From an optimization exercise on the open Yosys and OpenROAD flow, aimed at small area; shortcuts taken in it are not production practice.
Function was checked by simulation only, so behaviour that the tests miss may differ from the original.
The clock port is modelled as an ideal driver; clocking choices that lean on that would not hold on a real chip.
Power and IR drop assume default switching activity.

alpha:
Design rlc_decoder, start of the top module:
module rlc_decoder (
    input  wire        clk,
    input  wire        rst,           
    input  wire        arm,
    input  wire [5:0]  cfg_dw,        
    input  wire [4:0]  cfg_c,         
    input  wire [15:0] cfg_limit,     
    input  wire [6:0]  cfg_ratio,     
    output wire        idle,
    input  wire        rx_valid,
    input  wire [7:0]  rx_data,
    output wire        rx_ready,
    output wire        out_valid,
    input  wire        out_ready,
    output wire [31:0] out_data,
    output wire        out_pre,
    output wire        done,
    output wire        done_err,
    output wire [31:0] total_samples,
    output wire [31:0] delay_value
);
Size: about 790 cells after synthesis, ~150 I/O pins, about 8000 µm² of cells after synthesis.
==> flow/config.mk <==
export PLATFORM = sky130hd
export DESIGN_NAME = rlc_decoder
export DESIGN_NICKNAME = rlc_decoder
export VERILOG_FILES = /design/flow/design.v
export SDC_FILE = /design/flow/constraint.sdc
export NUM_CORES = 4
export LEC_CHECK = 0
export CAP_MARGIN = 20
export CORE_MARGIN = 2
export CORE_UTILIZATION = 40
export SLEW_MARGIN = 20
==> flow/constraint.sdc <==
create_clock -name core_clock -period 8.0 [get_ports {clk}]
set_input_delay 1.6000 -clock core_clock [delete_from_list [all_inputs] [get_ports {clk}]]
set_output_delay 1.6000 -clock core_clock [all_outputs]
set_load 0.01 [all_outputs]
standard.sh (not shown) runs the stock make flow with config.mk's settings and CLKGATE_MAP_FILE= SYNTH_SCRIPT=/design/flow/synth_recipe.tcl, a recipe that flattens the netlist after the stock synthesis.
==> flow/flow/run.sh <==
#!/bin/bash
# The standard layout, with the port buffers made from the smallest buffer
# cell and a clock tree of clkbuf_8 without dummy loads.
set -euo pipefail
export BUFFER_PORTS_ARGS="-buffer_cell sky130_fd_sc_hd__buf_1"
export CTS_ARGS="-sink_clustering_enable -repair_clock_nets -buf_list sky130_fd_sc_hd__clkbuf_8 -dont_use_dummy_load"
bash standard.sh > standard.log 2>&1
Inputs modified between alpha and beta:
- CORE_UTILIZATION: 40 -> 75
==> comparison <==
Wire length is lower on beta. The slew at the pin closest to its max-slew limit in beta was lower than what alpha gave. There was hardly any difference in clock period minus worst slack between alpha and beta.
Changes in gamma relative to beta:
- swapping 75 for 60 in CORE_UTILIZATION
==> comparison <==
On count of placed standard cells including taps, the higher figure sits with gamma, not beta. gamma: detailed-route wire length per cell is 2.7% lower than what beta reported. Between gamma and beta, the power after layout does not differ in any meaningful way. Comparing beta with gamma, the post-layout minimum cycle time came out essentially unchanged. beta -> gamma: post-route worst hold slack flat. Between beta and gamma, the difference in async set-reset flop share out of synthesis is negligible. Y dimension of the die ended up about 11% higher on gamma than on beta. Between gamma and beta, it is gamma whose starting DRC count in detailed routing is higher, by 26%.


rlc_decoder, a different RTL version from the one above (not shown whole).
Size in the first run: ~140 flip-flops, ~150 I/O pins, roughly 7900 sq um of cells after synthesis.
// rlc_decoder
module rlc_decoder (
    input  wire        clk,
    input  wire        rst,           
    input  wire        arm,
    input  wire [5:0]  cfg_dw,        
    input  wire [4:0]  cfg_c,         
    input  wire [15:0] cfg_limit,     
    input  wire [6:0]  cfg_ratio,     
    output wire        idle,
    input  wire        rx_valid,
    input  wire [7:0]  rx_data,
    output wire        rx_ready,
    output wire        out_valid,
    input  wire        out_ready,
    output wire [31:0] out_data,
    output wire        out_pre,
    output wire        done,
    output wire        done_err,
    output wire [31:0] total_samples,
    output wire [31:0] delay_value
);
    localparam S_IDLE  = 3'd0;
    localparam S_MUL   = 3'd1;
    localparam S_SHIFT = 3'd2;
    localparam S_DROP  = 3'd3;
    localparam S_OUT   = 3'd4;
    localparam S_MULE  = 3'd5;      
    localparam S_DONE  = 3'd6;
    localparam S_ERR   = 3'd7;
    reg  [2:0]  state;
    reg  [2:0]  k;           
    reg  [4:0]  c;           
    reg  [1:0]  d1;          
    reg         drop;        
    reg  [15:0] a;           
    reg  [22:0] e;           
    reg         ec12;        
    reg  [47:0] x;           
    reg  [31:0] total_r;
    reg  [8:0]  dhi;         
    reg         postf;       
    wire dw_ok  = (|cfg_dw) && (!cfg_dw[5] || (cfg_dw[4:0] == 5'd0));           
    wire c_ok   = !cfg_c[4] || (cfg_c[3:0] == 4'd0);                            
    wire r_ok   = !(cfg_ratio[6] && cfg_ratio[5] &&
                    (cfg_ratio[4] || cfg_ratio[3] || (cfg_ratio[2] && (cfg_ratio[1] || cfg_ratio[0]))));
  ...
clock: 8.0 ns
lec_check: 0
cap_margin: 20
core_margin: 2
core_utilization: 75
gpl_timing_driven: 0
slew_margin: 20
==> flow/flow/run.sh <==
#!/bin/bash
# The standard layout, with the port buffers made from the smallest buffer
# cell and a clock tree of clkbuf_4 leaves under a clkbuf_16 root, without
# dummy loads; after CTS, post_cts.tcl upsizes the leaves whose flip-flops
# would see a slow clock edge. Global placement is not timing-driven, so
# pre_place.tcl removes synthesis's buffers first.
set -euo pipefail
export BUFFER_PORTS_ARGS="-buffer_cell sky130_fd_sc_hd__buf_1"
export CTS_ARGS="-sink_clustering_enable -repair_clock_nets -buf_list sky130_fd_sc_hd__clkbuf_4 -root_buf sky130_fd_sc_hd__clkbuf_16 -dont_use_dummy_load"
export POST_CTS_TCL="$PWD/flow/post_cts.tcl"
export PRE_GLOBAL_PLACE_TCL="$PWD/flow/pre_place.tcl"
bash standard.sh > standard.log 2>&1
==> flow/flow/post_cts.tcl <==
# After CTS: upsize each clock buffer whose flip-flops see a slow clock edge
# (placement estimate), so the clock tree uses small buffers where they suffice.
set limit 0.100
for {set pass 0} {$pass < 3} {incr pass} {
  estimate_parasitics -placement
  set changed 0
  foreach inst [get_cells -hierarchical *] {
    set ref [get_property $inst ref_name]
    if {![string match "sky130_fd_sc_hd__clkbuf_*" $ref]} { continue }
    set worst 0
    foreach pin [get_pins -of_objects [get_nets -of_objects [get_pins -of_objects $inst -filter "direction == output"]] -filter "direction == input"] {
      set sl [get_property $pin slew_max]
      if {$sl > $worst} { set worst $sl }
    }
    if {$worst > $limit} {
      set next ""
      if {$ref eq "sky130_fd_sc_hd__clkbuf_4"} { set next sky130_fd_sc_hd__clkbuf_8 }
      if {$ref eq "sky130_fd_sc_hd__clkbuf_8"} { set next sky130_fd_sc_hd__clkbuf_16 }
      if {$next ne ""} {
        puts "upsizing [get_full_name $inst] $ref -> $next (worst load slew $worst)"
        replace_cell $inst $next
        incr changed
      }
    }
  }
  if {$changed == 0} { break }
  detailed_placement
}
estimate_parasitics -placement
==> flow/flow/pre_place.tcl <==
# Global placement runs without its timing-driven mode; remove the buffers
# synthesis left (as the timing-driven mode would) before the ports are buffered.
remove_buffers
Edit:
--- a/flow/flow/run.sh
+++ b/flow/flow/run.sh
@@ -5,2 +5 @@
-# would see a slow clock edge. Global placement is not timing-driven, so
-# pre_place.tcl removes synthesis's buffers first.
+# would see a slow clock edge.
@@ -11 +9,0 @@
-export PRE_GLOBAL_PLACE_TCL="$PWD/flow/pre_place.tcl"
GPL_TIMING_DRIVEN = not set   (was 0)
removed: flow/flow/pre_place.tcl
The changed run produced a clean layout. Worst setup slack improved by 0.10 ns. Non-clock buffer count goes up by 7. Total power rose by about 0.5%. Critical path depth went up by 1. Maximum frequency rises by about 1.3%. Clock skew is lower by 0.0036 ns. Via count rose by about 0.9%. Wire length grows by about 0.75%. Area after synthesis is unchanged.
Edit:
CORE_UTILIZATION = 85   (was 75)
Wire length grows by 12%; global-route usage rose by 7.9 points; synthesized area does not change.
Edit:
CAP_MARGIN = 0   (was 20)
CORE_UTILIZATION = 75   (was 85)
SLEW_MARGIN = 0   (was 20)
Cell count increases by 2.8%. Synthesized area is unchanged. Combinational power decreases by about 7%. Power drops by 3.6%. Routed wire length goes down by 11%. Clock skew went down by 0.0034 ns.

## port drivers added, routing unchanged
How much do the figures lean on ideal ports? The routed layouts below were timed once more, with nothing changed but the port constraints. Step 1 (the two cells are an assumption about what drives the block):
set clk [get_ports {clk}]
set_driving_cell -lib_cell sky130_fd_sc_hd__clkbuf_16 $clk
set_driving_cell -lib_cell sky130_fd_sc_hd__buf_2 [delete_from_list [all_inputs] $clk]
Step 2 also shifts input and output timing later by t, the mid clock arrival at the registers, as if the neighbouring blocks saw the same clock. Slacks: ideal ports / drivers / drivers and shift; pairs: ideal ports / drivers.
run	t (ns)	slack for setup (ns)	cell pins on the clock port's net
alpha	0.475	0.486 / 0.479 / 0.004	1
beta	0.488	0.484 / 0.499 / 0.011	1
gamma	0.468	0.485 / 0.492 / 0.024	1
the first run of note 2	0.405	0.234 / 0.247 / -0.158	1
the second run of note 2	0.411	0.337 / 0.357 / -0.055	1
the third run of note 2	0.404	0.357 / 0.373 / -0.032	1
the fourth run of note 2	0.411	0.337 / 0.357 / -0.055	1
With both steps, setup timing fails in the first run of note 2, the second run of note 2, the third run of note 2 and the fourth run of note 2, where it was met with ideal ports. The setup slack of alpha, which loses most, moves by -0.007 ns with the drivers and by -0.482 ns with both steps.
